From an optimization exercise on the open Yosys and OpenROAD flow, aimed at small area, a short achievable clock period and few clock cycles; shortcuts taken in it are not production practice.
RTL that was checked went through simulation tests only; none was proved equivalent to the original.
Power and IR drop assume default switching activity.

Setup of sierra:
## mctp_rx
module mctp_rx (
    input  wire        clk,
    input  wire        rst,             
    input  wire        start_valid,
    output wire        start_ready,
    input  wire [7:0]  cfg_mtu,         
    input  wire        cfg_pec_check,   
    input  wire        in_valid,        
    output wire        in_ready,
    input  wire [7:0]  in_data,
    output reg         out_valid,       
    input  wire        out_ready,
    output reg  [7:0]  out_data,
    output wire        done_valid,      
    input  wire        done_ready,
    output reg  [1:0]  done_status,     
    output reg  [9:0]  done_pkts,       
    output reg  [12:0] done_rx_len,     
    output reg  [12:0] done_raw_len,    
    output reg         done_mic_ok      
);
    localparam [1:0] ST_OK = 2'd0, ST_BADBC = 2'd1, ST_OVF = 2'd2, ST_PEC = 2'd3;
    localparam [7:0]  MIC_X0 = 8'h85;
    localparam [23:0] MIC_HI = 24'h9F9B5C;
    function [7:0] crc8_byte(input [7:0] c, input [7:0] b);
        integer i;
        reg [7:0] x;
        begin
            x = c ^ b;
            for (i = 0; i < 8; i = i + 1)
                x = x[7] ? ((x << 1) ^ 8'h07) : (x << 1);
  ...
==> flow/config.mk <==
export PLATFORM = sky130hd
export DESIGN_NAME = mctp_rx
export DESIGN_NICKNAME = mctp_rx
export VERILOG_FILES = /design/flow/design.v
export SDC_FILE = /design/flow/constraint.sdc
export NUM_CORES = 4
export LEC_CHECK = 0
export CAP_MARGIN = 20
export CORE_MARGIN = 2
export CORE_UTILIZATION = 65
export CTS_BUF_LIST = sky130_fd_sc_hd__clkbuf_4 sky130_fd_sc_hd__clkbuf_8
export PLACE_DENSITY = 0.75
export SETUP_SLACK_MARGIN = 2.8
export SLEW_MARGIN = 20
==> flow/constraint.sdc <==
create_clock -name core_clock -period 5.0 [get_ports {clk}]
set_input_delay 1.0000 -clock core_clock [delete_from_list [all_inputs] [get_ports {clk}]]
set_output_delay 1.0000 -clock core_clock [all_outputs]
set_load 0.01 [all_outputs]
standard.sh (not shown) runs the stock make flow with config.mk's settings and CLKGATE_MAP_FILE= SYNTH_SCRIPT=/design/flow/synth_recipe.tcl, a recipe that flattens the netlist after the stock synthesis.
==> flow/flow/run.sh <==
#!/bin/bash
# The standard layout (the standard.sh: standard synthesis, then ORFS to
# finish), with plain sky130 buffers on the ports instead of the delay cells
# that buffer_ports picks by default.
export BUFFER_PORTS_ARGS="-buffer_cell sky130_fd_sc_hd__buf_2"
bash standard.sh > standard.log 2>&1
sierra ran to completion and came out clean on the timing, design-rule and antenna checks.
Testbench counts of sierra, summed over its fixed seeds: cycles 37,863.
## Diff of input files: indigo against sierra
- a change of SETUP_SLACK_MARGIN from 2.8 to 2.9
- a change of CORE_UTILIZATION from 65 to 40
- a deleted PLACE_DENSITY that had been 0.75
==> flow/flow/run.sh <==
#!/bin/bash
# The standard layout (the standard.sh: standard synthesis, then ORFS to
# finish), with plain sky130 buffers on the ports instead of the delay cells
# that buffer_ports picks by default, and a clock tree without dummy loads.
export BUFFER_PORTS_ARGS="-buffer_cell sky130_fd_sc_hd__buf_2"
export CTS_ARGS="-sink_clustering_enable -repair_clock_nets -buf_list {sky130_fd_sc_hd__clkbuf_4 sky130_fd_sc_hd__clkbuf_8} -dont_use_dummy_load"
bash standard.sh > standard.log 2>&1
--- outcome ---
- Summary of the comparison: total placed cells including tap cells is higher in indigo, relative to sierra.
- indigo ends up with lower data required time of the worst path than sierra does.
- indigo — number of gates given a new drive strength after cts 26 higher, sierra as reference
- Estimated wirelength of the detail-placed design (higher): indigo
- The final reports for indigo and sierra show cell area higher in the former.
- Lower wire length among indigo and sierra: sierra

---

The RTL this note starts from:
==> flow/design.v <==
module mctp_rx (
    input  wire        clk,
    input  wire        rst,             
    input  wire        start_valid,
    output wire        start_ready,
    input  wire [7:0]  cfg_mtu,         
    input  wire        cfg_pec_check,   
    input  wire        in_valid,        
    output wire        in_ready,
    input  wire [7:0]  in_data,
    output reg         out_valid,       
    input  wire        out_ready,
    output reg  [7:0]  out_data,
    output wire        done_valid,      
    input  wire        done_ready,
    output reg  [1:0]  done_status,     
    output reg  [9:0]  done_pkts,       
    output reg  [12:0] done_rx_len,     
    output reg  [12:0] done_raw_len,    
    output reg         done_mic_ok      
);
    localparam [1:0] ST_OK = 2'd0, ST_BADBC = 2'd1, ST_OVF = 2'd2, ST_PEC = 2'd3;
    localparam [7:0]  MIC_X0 = 8'h85;
    localparam [23:0] MIC_HI = 24'h9F9B5C;
    function [7:0] crc8_byte(input [7:0] c, input [7:0] b);
        integer i;
        reg [7:0] x;
        begin
            x = c ^ b;
            for (i = 0; i < 8; i = i + 1)
                x = x[7] ? ((x << 1) ^ 8'h07) : (x << 1);
            crc8_byte = x;
        end
    endfunction
    function [31:0] crc32_byte(input [31:0] c, input [7:0] b);
        integer i;
        reg [31:0] x;
        begin
            x = c ^ {24'd0, b};
            for (i = 0; i < 8; i = i + 1)
                x = x[0] ? ((x >> 1) ^ 32'h82F63B78) : (x >> 1);
            crc32_byte = x;
        end
    endfunction
    reg        s_idle, s_hdr, s_body, s_pec, s_done;
    reg        s_inv1, s_loop, s_fin, s_inv2;
    reg        ir;          
    reg        dv;          
    reg [7:0]  mtu;
    reg        pec_check;
    reg [8:0]  bcm5;        
    reg [7:0]  cnt;         
    reg        eom;
    reg [7:0]  crc8;
    reg [31:0] crc32;
    reg        sk_valid;    
    reg [7:0]  sk_data;
    reg        bc_bad_r;    
    reg        body_ovf_r;  
    reg        next_ovf_r;  
    assign start_ready = s_idle;
    assign in_ready    = ir;
    assign done_valid  = dv;
    wire take      = in_valid && ir;
    wire take_hdr  = take && s_hdr;
    wire take_body = take && s_body;
    wire take_pec  = take && s_pec;
    wire hdr_last  = take_hdr && (cnt[2:0] == 3'd0);
    wire hdr_fail  = bc_bad_r || body_ovf_r;
    wire hdr_ok    = hdr_last && !hdr_fail;
    wire bc_zero   = (bcm5[7:0] == 8'd0);
    wire body_last = take_body && (cnt == 8'd1);
    wire cnt_zero  = (cnt == 8'd0);
    wire pec_bad   = pec_check && (in_data != crc8);
    wire done_fire = dv && done_ready;
    wire start     = s_idle && start_valid;
    wire out_free  = !out_valid || out_ready;
    wire out_fire  = out_valid && out_ready;
    wire s_idle_n = rst || (s_idle && !start_valid) || done_fire;
    wire s_hdr_n  = !rst && (start || (s_hdr && !hdr_last) ||
                             (take_pec && !pec_bad && !eom && !next_ovf_r));
    wire s_body_n = !rst && ((hdr_ok && !bc_zero) || (s_body && !body_last));
    wire s_pec_n  = !rst && ((hdr_ok && bc_zero) || body_last || (s_pec && !take));
    wire s_inv1_n = !rst && take_pec && pec_bad;
    wire s_loop_n = !rst && (s_inv1 || (s_loop && !cnt_zero));
    wire s_fin_n  = !rst && s_loop && cnt_zero;
    wire s_inv2_n = !rst && s_fin;
    wire s_done_n = !rst && ((hdr_last && hdr_fail) ||
                             (take_pec && !pec_bad && (eom || next_ovf_r)) ||
                             s_inv2 || (s_done && !done_fire));
    wire ov_n     = !rst && (out_free ? (sk_valid || take_body) : 1'b1);
    wire sk_n     = !rst && !out_free && (sk_valid || take_body);
    wire        raw_inc1 = take_body || take_pec || s_loop;
    wire        raw_inc8 = hdr_ok || s_fin;
    wire [3:0]  raw_lo   = {1'b0, done_raw_len[2:0]} + {3'd0, raw_inc1};
    wire [9:0]  raw_hi   = done_raw_len[12:3] + {9'd0, raw_lo[3] || raw_inc8};
    wire        rx_inc   = take_body || (s_loop && !cnt_zero);
    wire        pkts_inc = take_pec || s_fin;
    wire        inv      = s_inv1 || s_inv2;
    wire [8:0]  cap_s  = {1'b0, done_raw_len[7:0]} + {1'b0, bcm5[7:0]};
    wire [4:0]  cap_hi = done_raw_len[12:8];
    wire        cap_19 = (cap_hi == 5'd19);
    wire        cap_18 = (cap_hi == 5'd18);
    wire        cap_20 = (cap_hi >= 5'd20);
    wire [7:0] crc8_next = crc8_byte(crc8, in_data);
    wire       mic_match = ((crc32[7:0] ^ out_data) == MIC_X0) && (crc32[31:8] == MIC_HI);
    always @(posedge clk) begin
        s_idle    <= s_idle_n;
        s_hdr     <= s_hdr_n;
        s_body    <= s_body_n;
        s_pec     <= s_pec_n;
        s_inv1    <= s_inv1_n;
        s_loop    <= s_loop_n;
        s_fin     <= s_fin_n;
        s_inv2    <= s_inv2_n;
        s_done    <= s_done_n;
        ir        <= s_hdr_n || (s_body_n && !sk_n) || s_pec_n;
        dv        <= s_done_n && !ov_n;
        out_valid <= ov_n;
        sk_valid  <= sk_n;
        bc_bad_r   <= bcm5[8] || (bcm5[7:0] > mtu);
        if (s_hdr) begin
            body_ovf_r <= cap_20 || (cap_19 && cap_s > 9'd247) || (cap_18 && cap_s > 9'd503);
            next_ovf_r <= cap_20 || (cap_19 && cap_s > 9'd239) || (cap_18 && cap_s > 9'd495);
        end
        if (out_free) begin
            if (sk_valid)
                out_data <= sk_data;
            else if (take_body)
                out_data <= in_data;
        end else if (take_body) begin
            sk_data <= in_data;
        end
        if (out_fire) begin
            crc32 <= crc32_byte(crc32, out_data);
            if (done_status == ST_OK)
                done_mic_ok <= mic_match;
        end
        if (inv) begin
            done_raw_len <= ~done_raw_len;
            done_rx_len  <= ~done_rx_len;
            done_pkts    <= ~done_pkts;
        end else begin
            if (raw_inc1 || raw_inc8)
                done_raw_len <= {raw_hi, raw_lo[2:0]};
            if (rx_inc)
                done_rx_len <= done_rx_len + 13'd1;
            if (pkts_inc)
                done_pkts <= done_pkts + 10'd1;
        end
        if (start) begin
            mtu          <= cfg_mtu;
            pec_check    <= cfg_pec_check;
            done_status  <= ST_OK;
            done_pkts    <= 10'd0;
            done_rx_len  <= 13'd0;
            done_raw_len <= 13'd0;
            done_mic_ok  <= 1'b0;
            crc32        <= 32'hFFFFFFFF;
            crc8         <= 8'd0;
            cnt          <= 8'd7;
        end
        if (take_hdr) begin
            cnt <= cnt - 8'd1;
            if (cnt[2:0] == 3'd5)
                bcm5 <= {1'b0, in_data} - 9'd5;
            if (!cnt[2])
                crc8 <= crc8_next;
            if (cnt[2:0] == 3'd0) begin
                eom <= in_data[6];
                if (hdr_fail) begin
                    done_status <= bc_bad_r ? ST_BADBC : ST_OVF;
                    done_mic_ok <= 1'b0;
                end else begin
                    cnt <= bcm5[7:0];
                end
            end
        end
        if (take_body) begin
            crc8 <= crc8_next;
            cnt  <= cnt - 8'd1;
        end
        if (take_pec) begin
            crc8 <= 8'd0;
            cnt  <= 8'd7;
            if (pec_bad) begin
                done_status <= ST_PEC;
                done_mic_ok <= 1'b0;
            end else if (!eom && next_ovf_r) begin
                done_status <= ST_OVF;
                done_mic_ok <= 1'b0;
            end
        end
        if (s_inv1)
            cnt <= bcm5[7:0];
        if (s_loop && !cnt_zero)
            cnt <= cnt - 8'd1;
    end
endmodule
Settings: LEC_CHECK=0, CAP_MARGIN=20, CORE_MARGIN=2, CORE_UTILIZATION=40, SETUP_SLACK_MARGIN=2.8, SLEW_MARGIN=20; clock period 5.0 ns.
run.sh (not shown) runs the stock make flow with config.mk's settings and CLKGATE_MAP_FILE= SYNTH_SCRIPT=/design/flow/synth_recipe.tcl, a recipe that flattens the netlist after the stock synthesis.
Stock flow here: none of the scripts above is used.
The first run passed the timing, design-rule and antenna checks.
Change:
Settings changed: SETUP_SLACK_MARGIN 2.8 to 3.1.
Total power goes up slightly.
Routed wire length increases by roughly a tenth.
Worst hold slack loses 0.014 ns.
Design area rises by about a fifth.
Sequential share of layout area falls by 3.5 points.
Clock power is about the same.
Setup slack loses 0.029 ns.
Combinational power grows by a quarter to a third.
Clock skew is about the same.
First-iteration DRC count is lower by roughly a tenth.
No functional check of the RTL was part of any run of this note.

## what the ideal ports hide
The results above use ideal ports. As a check the final layouts listed here were re-extracted and re-timed, cells and wires unchanged.
Step 1: set_driving_cell puts a clkbuf_16 on clk and a buf_2 on each other input, an assumption about the parent block.
Step 2 also shifts input and output timing later by t, the mid clock arrival at the registers, as if the neighbouring blocks saw the same clock.
Slacks: no drivers / after step 1 / after step 2; pairs: no drivers / after step 1.
run | shift t [ns] | slack for setup (ns) | worst hold slack (ns) | cell pins on the clock port's net
sierra | 0.497 | 2.758 / 2.758 / 2.336 | 0.471 / 0.471 / 0.471 | 1
indigo | 0.470 | 2.828 / 2.792 / 2.489 | 0.453 / 0.453 / 0.453 | 1
the first run of note 2 | 0.464 | 2.598 / 2.593 / 2.129 | 0.485 / 0.485 / 0.485 | 1
the second run of note 2 | 0.473 | 2.569 / 2.569 / 2.140 | 0.471 / 0.471 / 0.471 | 1
After both steps every run listed still meets setup and hold. For the first run of note 2, which loses most, drivers alone change the setup slack by -0.005 ns; drivers and shift together by -0.469 ns.
